This is an optimization exercise on Yosys and OpenROAD, whose aim is small area, a short achievable clock period and few clock cycles per item, not a production implementation.
Where RTL was checked, it was by simulation tests only, not by an equivalence proof against the original.
Power is estimated from default activity; no workload was simulated.

==> run E: inputs <==
## a429pk
module a429pk (
    input  wire         clk,
    input  wire         rst,
    input  wire         cmd_valid,
    output wire         cmd_ready,
    input  wire [287:0] cmd,
    output reg          rsp_valid,
    output wire [127:0] rsp_rn,
    output wire [63:0]  rsp_rd,
    output reg          diag_valid,
    output reg  [3:0]   diag_code,
    output wire [31:0]  raw,
    output wire [7:0]   dsr
);
==> module a429pk_add, before the edit <==
module a429pk_add #(parameter W = 8) (
    input  wire [W-1:0] a,
    input  wire [W-1:0] b,
    input  wire         ci,
    output wire [W:0]   s
);
    function integer clg(input integer v);
        integer t;
        begin
            clg = 0;
            for (t = v - 1; t > 0; t = t >> 1)
                clg = clg + 1;
        end
    endfunction
    localparam N = W + 1;
    localparam L = clg(N);
    wire [N-1:0] g0 = {a & b, ci};
    wire [N-1:0] p0 = {a ^ b, 1'b0};
    wire [N-1:0] G [0:2*L];
    wire [N-1:0] P [0:2*L];
    assign G[0] = g0;
    assign P[0] = p0;
    genvar l, i;
    generate
        for (l = 0; l < L; l = l + 1) begin : up
            for (i = 0; i < N; i = i + 1) begin : b_
                if (((i + 1) % (1 << (l + 1))) == 0) begin : n
                    assign G[l+1][i] = G[l][i] | (P[l][i] & G[l][i - (1 << l)]);
                    assign P[l+1][i] = P[l][i] & P[l][i - (1 << l)];
                end else begin : t
                    assign G[l+1][i] = G[l][i];
                    assign P[l+1][i] = P[l][i];
                end
            end
        end
        for (l = L - 2; l >= 0; l = l - 1) begin : dn
            for (i = 0; i < N; i = i + 1) begin : b_
                if (((i + 1) % (1 << (l + 1))) == (1 << l) && i >= (1 << (l + 1))) begin : n
                    assign G[2*L-1-l][i] = G[2*L-2-l][i] | (P[2*L-2-l][i] & G[2*L-2-l][i - (1 << l)]);
                    assign P[2*L-1-l][i] = P[2*L-2-l][i] & P[2*L-2-l][i - (1 << l)];
                end else begin : t
                    assign G[2*L-1-l][i] = G[2*L-2-l][i];
                    assign P[2*L-1-l][i] = P[2*L-2-l][i];
                end
            end
        end
    endgenerate
    wire [N-1:0] c = G[2*L-1];             
    assign s = {c[N-1], p0[N-1:1] ^ c[N-2:0]};
endmodule
Settings: LEC_CHECK=0, CAP_MARGIN=40, CORE_MARGIN=2, CORE_UTILIZATION=40, SETUP_SLACK_MARGIN=5, SLEW_MARGIN=40; clock period 15.0 ns.
run.sh (not shown) runs the stock make flow with config.mk's settings and CLKGATE_MAP_FILE= SYNTH_SCRIPT=/design/flow/synth_recipe.tcl, a recipe that flattens the netlist after the stock synthesis.
==> inputs of run A, as changes to run E <==
--- a/flow/design.v
+++ b/flow/design.v
@@ -6,12 +6,4 @@
 );
-    function integer clg(input integer v);
-        integer t;
-        begin
-            clg = 0;
-            for (t = v - 1; t > 0; t = t >> 1)
-                clg = clg + 1;
-        end
-    endfunction
     localparam N = W + 1;
-    localparam L = clg(N);
+    localparam L = $clog2(N);
     wire [N-1:0] g0 = {a & b, ci};
Settings changed: CAP_MARGIN 40 to 20, SETUP_SLACK_MARGIN 5 to default, SLEW_MARGIN 40 to 20.
==> inputs of run C, as changes to run E <==
--- a/flow/design.v
+++ b/flow/design.v
@@ -6,12 +6,4 @@
 );
-    function integer clg(input integer v);
-        integer t;
-        begin
-            clg = 0;
-            for (t = v - 1; t > 0; t = t >> 1)
-                clg = clg + 1;
-        end
-    endfunction
     localparam N = W + 1;
-    localparam L = clg(N);
+    localparam L = $clog2(N);
     wire [N-1:0] g0 = {a & b, ci};
==> results.yml <==
power:
  comb-power_mw: 9.14
  peakVddDrop_mv: 0.1371
routing:
  drt_pass1_iterations: 10
  wl_met3_mm: 59.38
status:
  outcome: "no timing/DRC/antenna violations"
sta:
  worst_pin_slew_ns: 1.058
  relSlewSlack: 0.2872
grt:
  grt_pass1_vias: 72180
final_layout:
  n_fill_cell: 16580
critical_path:
  path_depth: 24
[end of results for run C]
==> results.yml <==
clock_tree:
  worstSkewPairLatency_ns: 0.78
sta:
  worst_pin_slew_ns: 1.276
  relSlewSlack: 0.1249
grt:
  grt_pass1_vias: 72070
routing:
  wl_met3_mm: 59.94
  drt_pass1_iterations: 11
logic_synthesis:
  synth_seq_cells: 587
status:
  outcome: "no timing/DRC/antenna violations"
critical_path:
  path_depth: 27
final_layout:
  n_fill_cell: 16610
  area_share_nonclk_buffers: 0.09654
power:
  peakVddDrop_mv: 0.1341
[end of results for run A]
==> results.yml <==
final_layout:
  n_fill_cell: 16580
  final-instance-count-excl-fill: 11420
power:
  p_seq_mw: 2.70
  peakVddDrop_mv: 0.1371
  comb-power_mw: 9.14
status:
  outcome: "no timing/DRC/antenna violations"
routing:
  drt_pass1_iterations: 10
sta:
  period_minus_slack_ns: 9.755
  relSlewSlack: 0.2872
  worst_pin_slew_ns: 1.058
  setup_viol: 0
critical_path:
  worstSetupEndpointType: "flop"
[end of results for run E]
Testbench counts of run E, summed over its fixed seeds: cycles 8,110, commands 3,486.
Only the layout flow was run in run A and run C; the RTL was not checked for function there.

---

==> inputs of wip/nickel <==
a429pk, a different RTL version from the one above (not shown whole).
Settings: LEC_CHECK=0, CAP_MARGIN=40, CORE_MARGIN=2, CORE_UTILIZATION=40, SLEW_MARGIN=40; clock period 15.0 ns.
standard.sh (not shown) runs the stock make flow with config.mk's settings and CLKGATE_MAP_FILE= SYNTH_SCRIPT=/design/flow/synth_recipe.tcl, a recipe that flattens the netlist after the stock synthesis.
==> flow/flow/run.sh <==
#!/bin/bash
# The standard layout (standard.sh), with ORFS's setup repair asked to
# leave a larger setup-slack margin on the design's own clock period.
set -euo pipefail
export SETUP_SLACK_MARGIN=8
bash standard.sh > standard.log 2>&1
==> wip/onyx (differences from wip/nickel) <==
--- a/flow/design.v
+++ b/flow/design.v
@@ -204,33 +204,25 @@
     wire occ_ssm = (raw_q[30:29] != 2'd0);
     wire occ_par = raw_q[31];
     wire o_setid  = (c_op == OP_SETID);
     wire o_setsdi = (c_op == OP_SETSDI);
     wire o_setssm = (c_op == OP_SETSSM);
     wire o_setpar = (c_op == OP_SETPAR);
     wire o_setbcd = (c_op == OP_SETBCD);
     wire o_getbcd = (c_op == OP_GETBCD);
-    wire x_set    = (c_op == OP_SETRAW) || (c_op == OP_SETDISC) || (c_op == OP_SETBCDD);
-    wire x_get    = (c_op == OP_GETRAW) || (c_op == OP_GETDISC);
-    wire b_set    = (c_op == OP_SETDBIT);
-    wire b_get    = (c_op == OP_GETDBIT);
-    wire b_ok     = (c_f != 6'd0) && (c_f <= 6'd32);
-    wire b_bit    = ext[c_f];
-    wire b_e1     = (b_set || b_get) && !b_ok;
-    wire b_e2     = b_set && b_ok && (c_a[63:1] != 63'd0);
-    wire b_e3     = b_set && b_ok && (c_a[63:1] == 63'd0) && b_bit;
-    wire b_w      = b_set && b_ok && (c_a[63:1] == 63'd0) && !b_bit && c_a[0];
-    wire [31:0] b_dec = 32'd1 << (c_f[4:0] - 5'd1);
+    wire x_set    = (c_op == OP_SETRAW) || (c_op == OP_SETDISC) || (c_op == OP_SETDBIT) ||
+                    (c_op == OP_SETBCDD);
+    wire x_get    = (c_op == OP_GETRAW) || (c_op == OP_GETDISC) || (c_op == OP_GETDBIT);
     wire o_sbnr   = (c_op == OP_SETBNR);
     wire o_gbnr   = (c_op == OP_GETBNR);
     wire x_e5     = (c_op == OP_SETBCDD) && !e_dfit;
-    wire x_e1     = (x_get ? !e_bok : (x_set && !x_e5 && !e_bok)) || b_e1;
-    wire x_e2     = (x_set && !x_e5 && e_bok && !e_fit) || b_e2;
-    wire x_e3     = (x_set && !x_e5 && e_bok && e_fit && e_occ) || b_e3;
+    wire x_e1     = x_get ? !e_bok : (x_set && !x_e5 && !e_bok);
+    wire x_e2     = x_set && !x_e5 && e_bok && !e_fit;
+    wire x_e3     = x_set && !x_e5 && e_bok && e_fit && e_occ;
     wire x_w      = x_set && !x_e5 && e_bok && e_fit && !e_occ;
     wire c_d0     = (c_d == 64'd0);
     wire c_c0     = (c_c == 64'd0);
     wire g_e8     = o_gbnr && c_d0;
     wire gx_e1     = o_gbnr && !c_d0 && (!e_bok || !c_sok);
     wire g_two    = o_gbnr && !c_d0 && !e_bok && !c_sok;
     wire g_zero   = c_c0 || !e_bok || (e_al[31:0] == 32'd0);
     wire i_e1   = !c_illegal && (x_e1 || gx_e1);
@@ -245,31 +237,36 @@
     wire [3:0] i_code = {i_e8, i_e6 || i_e4 || i_e5, i_e6 || i_e3 || i_e2, i_e3 || i_e1 || i_e5};
     wire i_wx   = !c_illegal && x_w;
     wire i_wid  = !c_illegal && o_setid && !c_hi8 && !occ_id;
     wire i_wsdi = !c_illegal && o_setsdi && !c_hi2 && !occ_sdi;
     wire i_wssm = !c_illegal && o_setssm && !c_hi2 && !occ_ssm;
     wire i_wpar = !c_illegal && o_setpar && !occ_par;
     wire i_clr  = !c_illegal && (c_op == OP_CLR);
     wire i_clrd = !c_illegal && (c_op == OP_CLRDSR);
+    wire [31:0] i_wval = (i_wid  ? {24'd0, c_a[7:0]}        : 32'd0) |
+                         (i_wsdi ? {22'd0, c_a[1:0], 8'd0}  : 32'd0) |
+                         (i_wssm ? {1'b0, c_a[1:0], 29'd0}  : 32'd0) |
+                         (i_wpar ? {c_par, 31'd0}           : 32'd0) |
+                         (i_wx   ? u_wr                     : 32'd0);
     wire i_gmul  = o_gbnr && !c_d0 && !g_zero;
     wire i_multi = !c_illegal && (o_sbnr || i_gmul || g_two || (o_setbcd && c_b10 && !c_a[63]) ||
                                   (o_getbcd && c_b10 && c_f <= c_l));
     wire [4:0] i_next = c_illegal ? S_IDLE :
                         o_sbnr ? S_PREP :
                         i_gmul ? S_PREP :
                         g_two ? S_GD2 :
                         (o_setbcd && c_b10 && !c_a[63]) ? S_DAB :
                         (o_getbcd && c_b10 && c_f <= c_l) ? S_GBCD : S_IDLE;
     wire [5:0]  c_f    = cmd[13:8];
     wire [5:0]  c_l    = cmd[19:14];
     wire [5:0]  c_s    = cmd[25:20];
     wire        c_dbit = (c_op == OP_SETDBIT) || (c_op == OP_GETDBIT);
     wire [5:0]  ef     = busy ? fb : c_f;
-    wire [5:0]  el     = busy ? lb : c_l;
+    wire [5:0]  el     = busy ? lb : (c_dbit ? c_f : c_l);
     reg  [32:0] e_ge, e_le;
     integer n;
     always @(*) begin
         for (n = 0; n < 33; n = n + 1) begin
             e_ge[n] = (n >= ef);
             e_le[n] = (n <= el);
         end
     end
@@ -307,18 +304,17 @@
     wire       nd_two  = (nd_dig == 3'b011) || (nd_dig == 3'b100);
     wire       nd_neg  = (nd_one || nd_two) && ((nd_dig[2] && !(nd_dig[1] && nd_dig[0])) ^ nd_flip);
     wire [63:0] m_cand  = nsrc ? rd : ds[127:64];
     wire [65:0] m_c66   = {{2{m_cand[63]}}, m_cand};
     wire [65:0] pp_mag  = nd_one ? m_c66 : (nd_two ? {m_c66[64:0], 1'b0} : 66'd0);
     wire [65:0] pp_nx   = pp_mag ^ {66{nd_neg}};
     wire [131:0] pp_y   = {{66{ppq[65]}}, ppq};
     wire         d_sub  = !acc[131];                     
-    wire [131:0] ad_x   = m_div ? {acc[130:0], 1'b0} :
-                          (first ? 132'd0 : {acc[129:0], 2'b00});
+    wire [131:0] ad_x   = m_div ? {acc[130:0], 1'b0} : {acc[129:0], 2'b00};
     wire [131:0] ad_y   = m_div ? ({1'b0, ds} ^ {132{d_sub}}) : pp_y;
     wire         ad_ci  = m_div ? d_sub : bneg;
     wire [131:0] ad_s;
     a429pk_bk #(.W(132)) u_add (.a(ad_x), .b(ad_y), .ci(ad_ci), .s(ad_s));
     wire         q_bit  = !ad_s[131];
     reg  [32:0] f_ge, f_le;
     integer n2;
     always @(*) begin
@@ -467,17 +463,16 @@
         bneg <= nd_neg;
         ppq  <= pp_nx;
         if (!nsrc && nidx == 5'd0 && issb) begin
             nsrc <= 1'b1;
             nidx <= (st == S_PREP) ? btop(opx) : jd;
         end else
             nidx <= nidx - 5'd1;
         if (idle) begin
-            opq   <= c_op;
             fb    <= cmd[13:8];
             lb    <= cmd[19:14];
             sb    <= cmd[25:20];
             neg   <= cmd[95] ^ cmd[159] ^ cmd[223] ^ cmd[287];
             flip  <= o_gbnr ? c_sbit : (cmd[159] ^ cmd[223]);
             flip1 <= cmd[95] ^ cmd[287];
             first <= 1'b1;
             jc    <= btop(c_c);
@@ -495,47 +490,40 @@
             g_inb <= c_ginb;
             rd    <= (c_op == OP_GETBNR) ? c_d : ((c_op == OP_SETBNR) ? c_a : 64'd1);
             acc_m  = (c_op == OP_GETID)   ? {124'd0, raw_q[7:0]} :
                      (c_op == OP_GETSDI)  ? {130'd0, raw_q[9:8]} :
                      (c_op == OP_GETSSM)  ? {130'd0, raw_q[30:29]} :
                      (c_op == OP_GETPAR)  ? {131'd0, raw_q[31]} :
                      (c_op == OP_GETWORD) ? {100'd0, raw_q} :
                      (c_op == OP_GETDSR)  ? {124'd0, dsr_q} :
-                     (x_get && e_bok)     ? {100'd0, e_al[31:0]} :
-                     (b_get && b_ok)      ? {131'd0, b_bit} : 132'd0;
+                     (x_get && e_bok)     ? {100'd0, e_al[31:0]} : 132'd0;
         end
         begin
             rsp_valid <= 1'b0;
             case (st)
             S_IDLE: if (cmd_valid) begin
                 rsp_valid <= !i_multi;
                 if (i_diag) begin
                     nx_diag = 1'b1; nx_code = i_code;
                 end
                 if (c_illegal) begin
                     rd    <= 64'd1;
                     acc_m = 132'd0;
                 end
-                if (i_wid)  raw_q[7:0]   <= c_a[7:0];
-                if (i_wsdi) raw_q[9:8]   <= c_a[1:0];
-                if (i_wssm) raw_q[30:29] <= c_a[1:0];
-                if (i_wpar) raw_q[31]    <= c_par;
-                if (i_wx)   raw_q        <= raw_q | u_wr;
-                if (!c_illegal && b_w) raw_q <= raw_q | b_dec;
+                raw_q <= i_clr ? 32'd0 : (raw_q | i_wval);
                 if (g_e8)   rd           <= 64'd1;
-                if (i_clr)  raw_q        <= 32'd0;
                 if (i_clrd) dsr_q        <= 8'd0;
                 st_n = i_next;
             end
             S_PREP: begin
                 jd  <= btop(opx);
                 wv  <= e_w0;
                 sht <= e_w0[6:2] + {4'd0, e_w0[1] | e_w0[0]};
-                if (opq == OP_SETBNR) begin
+                if (issb) begin
                     if (c_reg == 64'd0 || ds[127:64] == 64'd0 || opx == 64'd0) begin
                         nx_diag = 1'b1; nx_code = E_ILLEGAL;
                         rsp_valid <= 1'b1;
                         rd <= 64'd1;
                         st_n = S_IDLE;
                     end else begin
                         if (fb <= sb && sb <= lb) begin
                             nx_diag = 1'b1; nx_code = E_SIGNOVL;
@@ -544,46 +532,42 @@
                         m_ar <= 1'b1;
                     end
                 end else begin
                     st_n = S_GMUL;
                     m_ar <= 1'b1;
                 end
             end
             S_P2: begin
-                first <= 1'b0;
                 jc    <= jc - 5'd1;
                 if (jc == 5'd0) begin
+                    ds     <= {ad_s[129:0], 1'b0};
+                    acc_m  = 132'd0;
                     st_n = S_P1;
                     jc     <= jd;
-                    first  <= 1'b1;
                     flip   <= flip1;
                     hdone  <= 1'b0;
-                    shdone <= 1'b0;
+                    shdone <= (sht == 5'd0);
                     shc    <= 5'd0;
                 end
             end
             S_P1: begin
                 p1_hd  = hdone;
                 p1_sd  = shdone;
                 p1_shc = shc;
-                if (first) begin
-                    ds <= {acc[129:0], 1'b0};
-                    p1_sd = (sht == 5'd0);
-                end else if (!shdone) begin
+                if (!shdone) begin
                     if (ds[130:127] != 4'd0)
                         p1_sd = 1'b1;
                     else begin
                         ds <= {ds[126:0], 4'd0};
                         p1_shc = shc + 5'd1;
                         p1_sd  = (p1_shc == sht);
                     end
                 end
                 if (!hdone) begin
-                    first <= 1'b0;
                     jc    <= jc - 5'd1;
                     p1_hd = (jc == 5'd0);
                 end
                 hdone  <= p1_hd;
                 shdone <= p1_sd;
                 shc    <= p1_shc;
                 m_ar   <= !p1_hd;
                 if (p1_hd && p1_sd) begin
@@ -737,17 +721,17 @@
                 4'd6: dsr_set = 8'h20;
                 4'd7: dsr_set = 8'h40;
                 4'd8: dsr_set = 8'h80;
                 default: dsr_set = 8'h00;
             endcase
             if (nx_diag && !(st == S_IDLE && i_clrd))
                 dsr_q <= dsr_q | dsr_set;
         end
-        acc <= m_ar ? ad_s : acc_m;
+        acc <= (m_ar && !(st == S_P2 && jc == 5'd0)) ? ad_s : acc_m;
         st   <= st_n;
         busy <= (st_n != S_IDLE);
         if (rst) begin
             st         <= S_IDLE;
             busy       <= 1'b0;
             raw_q      <= 32'd0;
             dsr_q      <= 8'd0;
             rsp_valid  <= 1'b0;
==> results.py <==
metrics = {
    "min_path": {
        "whs_endpoint": "jd[2]$_DFF_P_",
    },
    "clock_network": {
        "cts_resized": 392,
    },
    "status": {
        "status": "finished clean",
    },
    "floorplanning": {
        "num_rows": 147,
    },
    "timing": {
        "worst_slew_pin_slew_ns": 1.07,
    },
    "setup_path": {
        "worst-path-buf-inv": 12,
    },
}
the above is filed under wip/onyx

==> results.py <==
metrics = {
    "setup_path": {
        "worst-path-buf-inv": 10,
    },
    "power": {
        "intPower_mw": 4.08,
    },
    "floorplanning": {
        "num_rows": 151,
    },
    "status": {
        "status": "finished clean",
    },
    "min_path": {
        "whs_endpoint": "rd[39]$_DFF_P_",
    },
    "clock_network": {
        "cts_resized": 336,
    },
    "timing": {
        "worst_slew_pin_slew_ns": 1.08,
    },
}
the above is filed under wip/nickel

No functional check of the RTL was part of any run of this note.

-- re-timing with driven ports --
In the flow no input, the clock included, has a driving cell. The finished layouts below were timed again as built, in two steps.
Step 1: set_driving_cell puts a clkbuf_16 on clk and a buf_2 on each other input, an assumption about the parent block.
Step 2, shift: input delay + t, output delay - t, t = (earliest + latest rising clock arrival at the registers) / 2. This alone moves slack from input paths to output paths.
Three values: no drivers, after step 1, after step 2; two values: the first two.
run | shift t [ns] | setup WS [ns] | hold slack, ns | clock arrival spread, ns | worst slew at a driven data input, ns
run E | 0.836 | 5.245 / 5.323 / 4.487 | 0.484 / 0.484 / 0.484 | 0.058 / 0.058 | 0.14
run A | 0.844 | 3.518 / 3.588 / 2.745 | 0.487 / 0.487 / 0.487 | 0.063 / 0.063 | 0.13
run C | 0.836 | 5.245 / 5.323 / 4.487 | 0.484 / 0.484 / 0.484 | 0.058 / 0.058 | 0.14
wip/nickel | 0.828 | 7.140 / 7.116 / 6.288 | 0.478 / 0.478 / 0.478 | 0.044 / 0.044 | 0.17
wip/onyx | 0.786 | 7.171 / 7.227 / 6.441 | 0.483 / 0.483 / 0.483 | 0.056 / 0.056 | 0.22
After both steps setup and hold are still met in every run listed. The setup slack of wip/nickel, which loses most, moves by -0.024 ns with the drivers and by -0.852 ns with both steps.
